This is an optimization exercise on Yosys and OpenROAD, whose aim is small area, a short achievable clock period and few clock cycles per item, not a production implementation.
The RTL was checked by simulation tests, not by an equivalence proof against the original design.
Power and IR drop assume default switching activity.

<file path="design/flow/design.v">
module fdec (
    input  wire        clk,
    input  wire        rst,         
    input  wire        rx_valid,
    input  wire [7:0]  rx_data,
    input  wire        rx_eos,
    output wire        rx_ready,
    output wire        fo_valid,
    input  wire        fo_ready,
    output wire [31:0] fo_seq,
    output wire [6:0]  fo_len,
    output wire [7:0]  fo_data,
    output wire        fo_last,
    output wire        done         
);
    localparam MAXP     = 64;                
    localparam AW       = 7;                 
    localparam SYNC     = 8'hAA;
    localparam S_SEARCH  = 3'd0;
    localparam S_HEADER  = 3'd1;
    localparam S_PAYLOAD = 3'd2;
    localparam S_DCHECK  = 3'd3;
    localparam S_EMIT    = 3'd4;
    localparam S_DONE    = 3'd5;
    reg  [2:0]    state;
    reg  [AW-1:0] base;      
    reg  [6:0]    wlen;      
    reg  [6:0]    qlen;      
    reg  [6:0]    ecnt;      
    reg  [7:0]    buf_mem [0:(1<<AW)-1];
    reg  [31:0]   la, lb, sq;
    reg  [7:0]    dg  [0:15];
    reg  [7:0]    acc [0:15];
    wire scanning  = (state == S_SEARCH) || (state == S_HEADER) || (state == S_PAYLOAD);
    wire from_q    = scanning && (qlen != 7'd0);
    wire from_rx   = scanning && (qlen == 7'd0) && rx_valid && !rx_eos;
    wire take_eos  = scanning && (qlen == 7'd0) && rx_valid &&  rx_eos;
    wire step      = from_q || from_rx;
    wire [AW-1:0] cur_addr = base + wlen;                   
    wire [AW-1:0] rd_addr  = (state == S_EMIT) ? (base + 7'd44 + ecnt) : cur_addr;
    wire [7:0]    rd_data  = buf_mem[rd_addr];
    wire [7:0]    b        = from_q ? rd_data : rx_data;
    assign rx_ready = scanning && (qlen == 7'd0);
    wire len_ok    = (la == lb) && (la <= MAXP);
    wire dg_zero   = (dg[0]  == 8'd0) && (dg[1]  == 8'd0) && (dg[2]  == 8'd0) && (dg[3]  == 8'd0) &&
                     (dg[4]  == 8'd0) && (dg[5]  == 8'd0) && (dg[6]  == 8'd0) && (dg[7]  == 8'd0) &&
                     (dg[8]  == 8'd0) && (dg[9]  == 8'd0) && (dg[10] == 8'd0) && (dg[11] == 8'd0) &&
                     (dg[12] == 8'd0) && (dg[13] == 8'd0) && (dg[14] == 8'd0) && (dg[15] == 8'd0);
    reg dg_match;
    integer k;
    always @(*) begin
        dg_match = 1'b1;
        for (k = 0; k < 16; k = k + 1)
            if (acc[k] + la[7:0] != dg[k])
                dg_match = 1'b0;
    end
    wire [3:0] lane = wlen[3:0] + 4'd4;        
    assign fo_valid = (state == S_EMIT);
    assign fo_seq   = sq;
    assign fo_len   = la[6:0];
    assign fo_data  = rd_data;
    assign fo_last  = (la[6:0] == 7'd0) || (ecnt == la[6:0] - 7'd1);
    assign done     = (state == S_DONE);
    always @(posedge clk) begin
        if (!rst && from_rx)
            buf_mem[cur_addr] <= rx_data;
    end
    integer i;
    always @(posedge clk) begin
        if (!rst && step) begin
            if (state == S_SEARCH) begin
                for (i = 0; i < 16; i = i + 1)
                    acc[i] <= 8'd0;
            end
            if (state == S_HEADER) begin
                case (wlen)
                    7'd16: la[7:0]   <= b;
                    7'd17: la[15:8]  <= b;
                    7'd18: la[23:16] <= b;
                    7'd19: la[31:24] <= b;
                    7'd20: lb[7:0]   <= b;
                    7'd21: lb[15:8]  <= b;
                    7'd22: lb[23:16] <= b;
                    7'd23: lb[31:24] <= b;
                    7'd40: sq[7:0]   <= b;
                    7'd41: sq[15:8]  <= b;
                    7'd42: sq[23:16] <= b;
                    7'd43: sq[31:24] <= b;
                    default: ;
                endcase
                if (wlen >= 7'd24 && wlen < 7'd40)
                    dg[wlen[3:0] - 4'd8] <= b;       
            end
            if (state == S_PAYLOAD)
                acc[lane] <= acc[lane] + b;
        end
    end
    always @(posedge clk) begin
        if (rst) begin
            state <= S_SEARCH;
            base  <= {AW{1'b0}};
            wlen  <= 7'd0;
            qlen  <= 7'd0;
            ecnt  <= 7'd0;
        end else begin
            if (take_eos) begin
                state <= S_DONE;
                base  <= base + wlen;
                wlen  <= 7'd0;
            end else if (step) begin
                if (from_q)
                    qlen <= qlen - 7'd1;
                case (state)
                    S_SEARCH: begin
                        if (b == SYNC) begin
                            wlen <= wlen + 7'd1;
                            if (wlen == 7'd15)
                                state <= S_HEADER;
                        end else begin
                            base <= base + wlen + 7'd1;
                            wlen <= 7'd0;
                        end
                    end
                    S_HEADER: begin
                        if (wlen == 7'd43) begin
                            if (!len_ok) begin
                                base  <= base + 7'd1;
                                wlen  <= 7'd0;
                                qlen  <= qlen - (from_q ? 7'd1 : 7'd0) + 7'd43;
                                state <= S_SEARCH;
                            end else if (la[6:0] == 7'd0) begin
                                wlen <= wlen + 7'd1;
                                if (dg_zero) begin
                                    ecnt  <= 7'd0;
                                    state <= S_EMIT;
                                end else begin
                                    base  <= base + 7'd1;
                                    wlen  <= 7'd0;
                                    qlen  <= qlen - (from_q ? 7'd1 : 7'd0) + 7'd43;
                                    state <= S_SEARCH;
                                end
                            end else begin
                                wlen  <= wlen + 7'd1;
                                state <= S_PAYLOAD;
                            end
                        end else begin
                            wlen <= wlen + 7'd1;
                        end
                    end
                    S_PAYLOAD: begin
                        wlen <= wlen + 7'd1;
                        if (wlen == 7'd43 + la[6:0])
                            state <= S_DCHECK;
                    end
                    default: ;
                endcase
            end else if (state == S_DCHECK) begin
                if (dg_match) begin
                    ecnt  <= 7'd0;
                    state <= S_EMIT;
                end else begin
                    base  <= base + 7'd1;
                    wlen  <= 7'd0;
                    qlen  <= qlen + wlen - 7'd1;
                    state <= S_SEARCH;
                end
            end else if (state == S_EMIT) begin
                if (fo_ready) begin
                    if (fo_last) begin
                        base  <= base + wlen;
                        wlen  <= 7'd0;
                        state <= S_SEARCH;
                    end else begin
                        ecnt <= ecnt + 7'd1;
                    end
                end
            end
        end
    end
endmodule
</file>
<file path="design/flow/run.sh">
#!/bin/bash
# synth_recipe.tcl (not shown) runs the flow's synth.tcl, then flattens the netlist and writes it again
# the make line also repeats each setting of config.mk as NAME=value (left out here)
make -C /OpenROAD-flow-scripts/flow DESIGN_CONFIG=/design/flow/config.mk WORK_HOME=/design/flow/orfs CLKGATE_MAP_FILE= SYNTH_SCRIPT=/design/flow/synth_recipe.tcl finish
</file>
<file path="design/flow/config.mk">
export PLATFORM = sky130hd
export DESIGN_NAME = fdec
export DESIGN_NICKNAME = fdec
export VERILOG_FILES = /design/flow/design.v
export SDC_FILE = /design/flow/constraint.sdc
export NUM_CORES = 4
export LEC_CHECK = 0
export CAP_MARGIN = 20
export CORE_MARGIN = 2
export CORE_UTILIZATION = 40
export SLEW_MARGIN = 20
</file>
<file path="design/flow/constraint.sdc">
create_clock -name core_clock -period 10.0 [get_ports {clk}]
set_input_delay 2.0000 -clock core_clock [delete_from_list [all_inputs] [get_ports {clk}]]
set_output_delay 2.0000 -clock core_clock [all_outputs]
set_load 0.01 [all_outputs]
</file>
==> summary.txt <==
==> registers in the layout (all words and copies together), names as in the netlist <==
register	cells
wlen	7
la	32
base	7
buf_mem	1024
ecnt	7
sq	32
dg	128
lb	32
state	3
qlen	7
acc	128
==> worst max-delay path, cell delays in order, from the launching register on <==
cell	delay [ns]
dfxtp_1	0.51
ha_1	0.32
ha_4	0.46
and4bb_2	0.36
buf_4	0.36
a21oi_4	0.69
buf_4	0.54
nand2_1	0.11
a311oi_1	0.28
a311oi_1	0.08
a311oi_1	0.87
o21ai_0	0.27
a31oi_1	0.81
clkdlybuf4s50_1	0.69
==> through the flow <==
| step | power, W | area, um2 | hold slack [ns] | std cells |
|---|---|---|---|---|
| after floorplan | 0.0117 | 66500 | 0.492 | 4910 |
| after global placement | 0.0150 | 69700 | 0.524 | 7025 |
| after detailed placement | 0.0150 | 69800 | 0.527 | 7027 |
| after CTS | 0.0206 | 74700 | 0.535 | 7295 |
| after global routing | 0.0214 | 74700 | 0.547 | 7297 |
| final | 0.0209 | 74700 | 0.535 | 7299 |
==> per-layer routing <==
| layer | wire [um] | global-route usage | share of wire |
|---|---|---|---|
| met3 | 28100 | 0.0698 | 0.13 |
| met2 | 96200 | 0.376 | 0.43 |
| met1 | 89800 | 0.370 | 0.40 |
| met5 | 21 | 0 | 0.000094 |
| met4 | 9160 | 0.0993 | 0.041 |
==> Yosys cell counts (9+ instances only) <==
| master | instances | area [um2] |
|---|---|---|
| clkbuf_1 | 105 | 394 |
| fa_1 | 21 | 420 |
| or3_1 | 9 | 56.3 |
| o21bai_1 | 16 | 120 |
| nand2_1 | 616 | 2310 |
| inv_1 | 102 | 383 |
| nand3b_1 | 10 | 75.1 |
| a32oi_1 | 35 | 307 |
| and2_1 | 22 | 138 |
| xor2_1 | 76 | 666 |
| nor2b_1 | 53 | 332 |
| and3_1 | 36 | 225 |
| o22ai_1 | 13 | 81.3 |
| a2111oi_0 | 27 | 236 |
| buf_6 | 25 | 282 |
| a211oi_1 | 37 | 278 |
| o2111ai_1 | 13 | 114 |
| ha_1 | 170 | 2130 |
| edfxtp_1 | 1376 | 41300 |
| nor2_1 | 377 | 1420 |
| a311oi_1 | 24 | 210 |
| dfxtp_1 | 31 | 621 |
| nor4_1 | 78 | 488 |
| buf_4 | 26 | 195 |
| mux2_2 | 25 | 282 |
| buf_1 | 26 | 97.6 |
| o211ai_1 | 13 | 97.6 |
| a22oi_1 | 38 | 285 |
| a21o_1 | 67 | 503 |
| buf_2 | 87 | 435 |
| o21ai_0 | 80 | 400 |
| nor3_1 | 53 | 265 |
| or2_2 | 10 | 62.6 |
| xnor2_1 | 215 | 1880 |
| o21a_1 | 9 | 67.6 |
| nand2b_1 | 11 | 68.8 |
| nand3_1 | 218 | 1090 |
| mux4_2 | 153 | 3450 |
| a21oi_1 | 161 | 806 |
| a31oi_1 | 60 | 375 |
| a221oi_1 | 44 | 385 |
| mux2i_1 | 159 | 1590 |
| nand4_1 | 46 | 288 |
==> worst min-delay path by stage <==
| stage | start | to | slack [ns] | depth (start not counted) |
|---|---|---|---|---|
| 2_1_floorplan | ecnt[5] | ecnt[5] | 0.49 | 1 |
| 3_3_place_gp | ecnt[5] | ecnt[5] | 0.52 | 1 |
| 3_5_place_dp | ecnt[5] | ecnt[5] | 0.53 | 1 |
| 4_1_cts | ecnt[5] | ecnt[5] | 0.54 | 1 |
| 5_1_grt | ecnt[5] | ecnt[5] | 0.55 | 1 |
| 6_report | ecnt[5] | ecnt[5] | 0.54 | 1 |
==> layout make-up <==
cell class / instances / area (um2) / share of cell area
sequential: 1407 / 41900 / 0.561
multi-input combinational: 3129 / 23000 / 0.307
clock buffer: 181 / 3890 / 0.0521
tap: 2189 / 2740 / 0.0366
timing repair buffer: 201 / 1780 / 0.0239
clock inverter: 87 / 1010 / 0.0135
inverter: 103 / 387 / 0.00517
antenna: 2 / 5.00 / 0.0000670
==> layout by cell type (no fill, tap or decap), types with 59 or more instances in the layout <==
cell type,n
mux2i_1,159
inv_1,102
a21o_1,65
buf_4,133
a31oi_1,59
edfxtp_1,1376
xnor2_1,214
nand2_1,614
mux4_2,153
o21ai_0,80
nor2_1,359
nor4_1,77
nand3_1,216
a21oi_1,161
clkbuf_16,151
ha_1,167
xor2_1,76
==> cell families after synthesis <==
kind of cell | Yosys count | synth area share
AOI/OAI and AO/OA | 729 | 0.0772
adders and majority gates | 191 | 0.0383
muxes | 337 | 0.0800
xor gates and xnor gates | 291 | 0.0383
buffers and inverters | 374 | 0.0274
DFF | 1407 | 0.631
and+or+nand+nor | 1581 | 0.108
==> report_power, final <==
group          switching [W]  leakage, nW  internal, W
clock network        0.00243         2.38      0.00323
registers           0.000162         12.7      0.00706
logic                0.00559         9.70      0.00237
==> impl_metrics.toml <==
[run_status]
status = "no timing/DRC/antenna violations"

[worst_setup_path]
r2r_start = "base[0]"
startpoint_type = "flop"
worst_r2r_endpoint = "acc[13][7]"
ff2ff_path_depth = 28
critPathKind = "flop to output pin"
critical_path.max_fanout = 38
crit_end = "fo_data[6]"
critPathCaptureType = "output pin"
worstPathRequired_ns = 8.00
arrival_ns = 7.23
r2r_setup_slack_ns = 1.82
cp-startpoint = "base[1]"

[run]
cap_violations = 0

[logic_synthesis]
synth-edff-count = 1376
synthesis.area_mm2 = 0.0665
async_reset_ff_frac = 0
postSynthAreaPerCell_um2 = 13.5
yosys_warnings = 1
synth_ff_type = "edfxtp_1"
synth_seq_cells = 1407
seq_area_frac_synth = 0.631
syn_nets = 5114
synth_cells = 4910
ys_types = 98

[placement]
port_buffers = 63
dp_hpwl_mm = 148
place_congestion = 0.975
pre_cts_ws_ns = 1.85

[cts]
cts_resized = 0
post_cts.repair.setup_buffers = 0
numClockSinks = 1407
cts_hold_buf = 0
clk_latency_ns = 0.83
max-clock-path-buffers = 3
cts_tree = "built"
ctsRootBufferMaster = "clkbuf_16"
cts_buffers = 150
htreeDepth = 4
clk_pin_slew_ns = 0.07

[grt]
grt_overflow = 0
antenna_found_initial = 4
grt_pass1_vias = 42769
grt_pass1_wl_mm = 316
grt.total_usage = 0.259
grt_max_degree = 101

[timing]
relSlewSlack = 0.164
fmax_ghz = 0.108
slew_violations = 0
rsz0062_at_grt = "false"
layout_setup_ws_ns = 0.766
fin_crit_ns = 9.23
setup_viol = 0
skew_ns = 0.0668
final.setup.tns_ns = 0
hold_violations = 0
worstMarginPinSlew_ns = 1.24
fin_crit_sh = 0.923

[finish]
syn_to_final_growth_pct = 12.4
final_nets = 5196
n_fill_cell = 14589
drive_above_1_share = 0.120
final_util = 0.453

[drt]
drtIter0Drc = 6808
drc = 0
vias = 45172
dr.pass1.iters = 6
finalWirelength_mm = 223
postRouteAntennaNets = 0
wl_per_cell_um = 30.6
viasPerCell = 6.19

[pwr]
power.leakage_nw = 24.8
power_per_cell_area_mw_per_mm2 = 279
ir_worst_vdd_mv = 0.321

[die]
io_pins = 64
fp.dieH_um = 412
die_area_mm2 = 0.170
rows = 149
initial_utilization = 0.403
fp.coreArea_mm2 = 0.165
die_x_um = 412

[worst_hold_path]
min_path_type = "flop to flop"
Testbench counts, summed over its fixed seeds: cycles 109,421, bytes 74,262.

## afterwards: timing with drivers on the ports
Ports are ideal in the flow. The routed layout listed here was re-timed in OpenROAD. Step 1 sets driving cells, clkbuf_16 on the clock port and buf_2 on the other inputs (assumed; they add their load-dependent delay and slew). Step 2, shift: input delay + t, output delay - t, t = (earliest + latest rising clock arrival at the registers) / 2. This alone moves slack from input paths to output paths. Three values: no drivers, after step 1, after step 2; two values: the first two.
shift t [ns]: 0.884
slack for setup (ns): 0.766 / 0.683 / 1.567
hold slack, ns: 0.535 / 0.535 / 0.535
worst register clock-pin slew, ns: 0.07 / 0.07
After both steps this run still meets setup and hold. For this run, drivers alone change the setup slack by -0.083 ns; drivers and shift together by +0.801 ns.
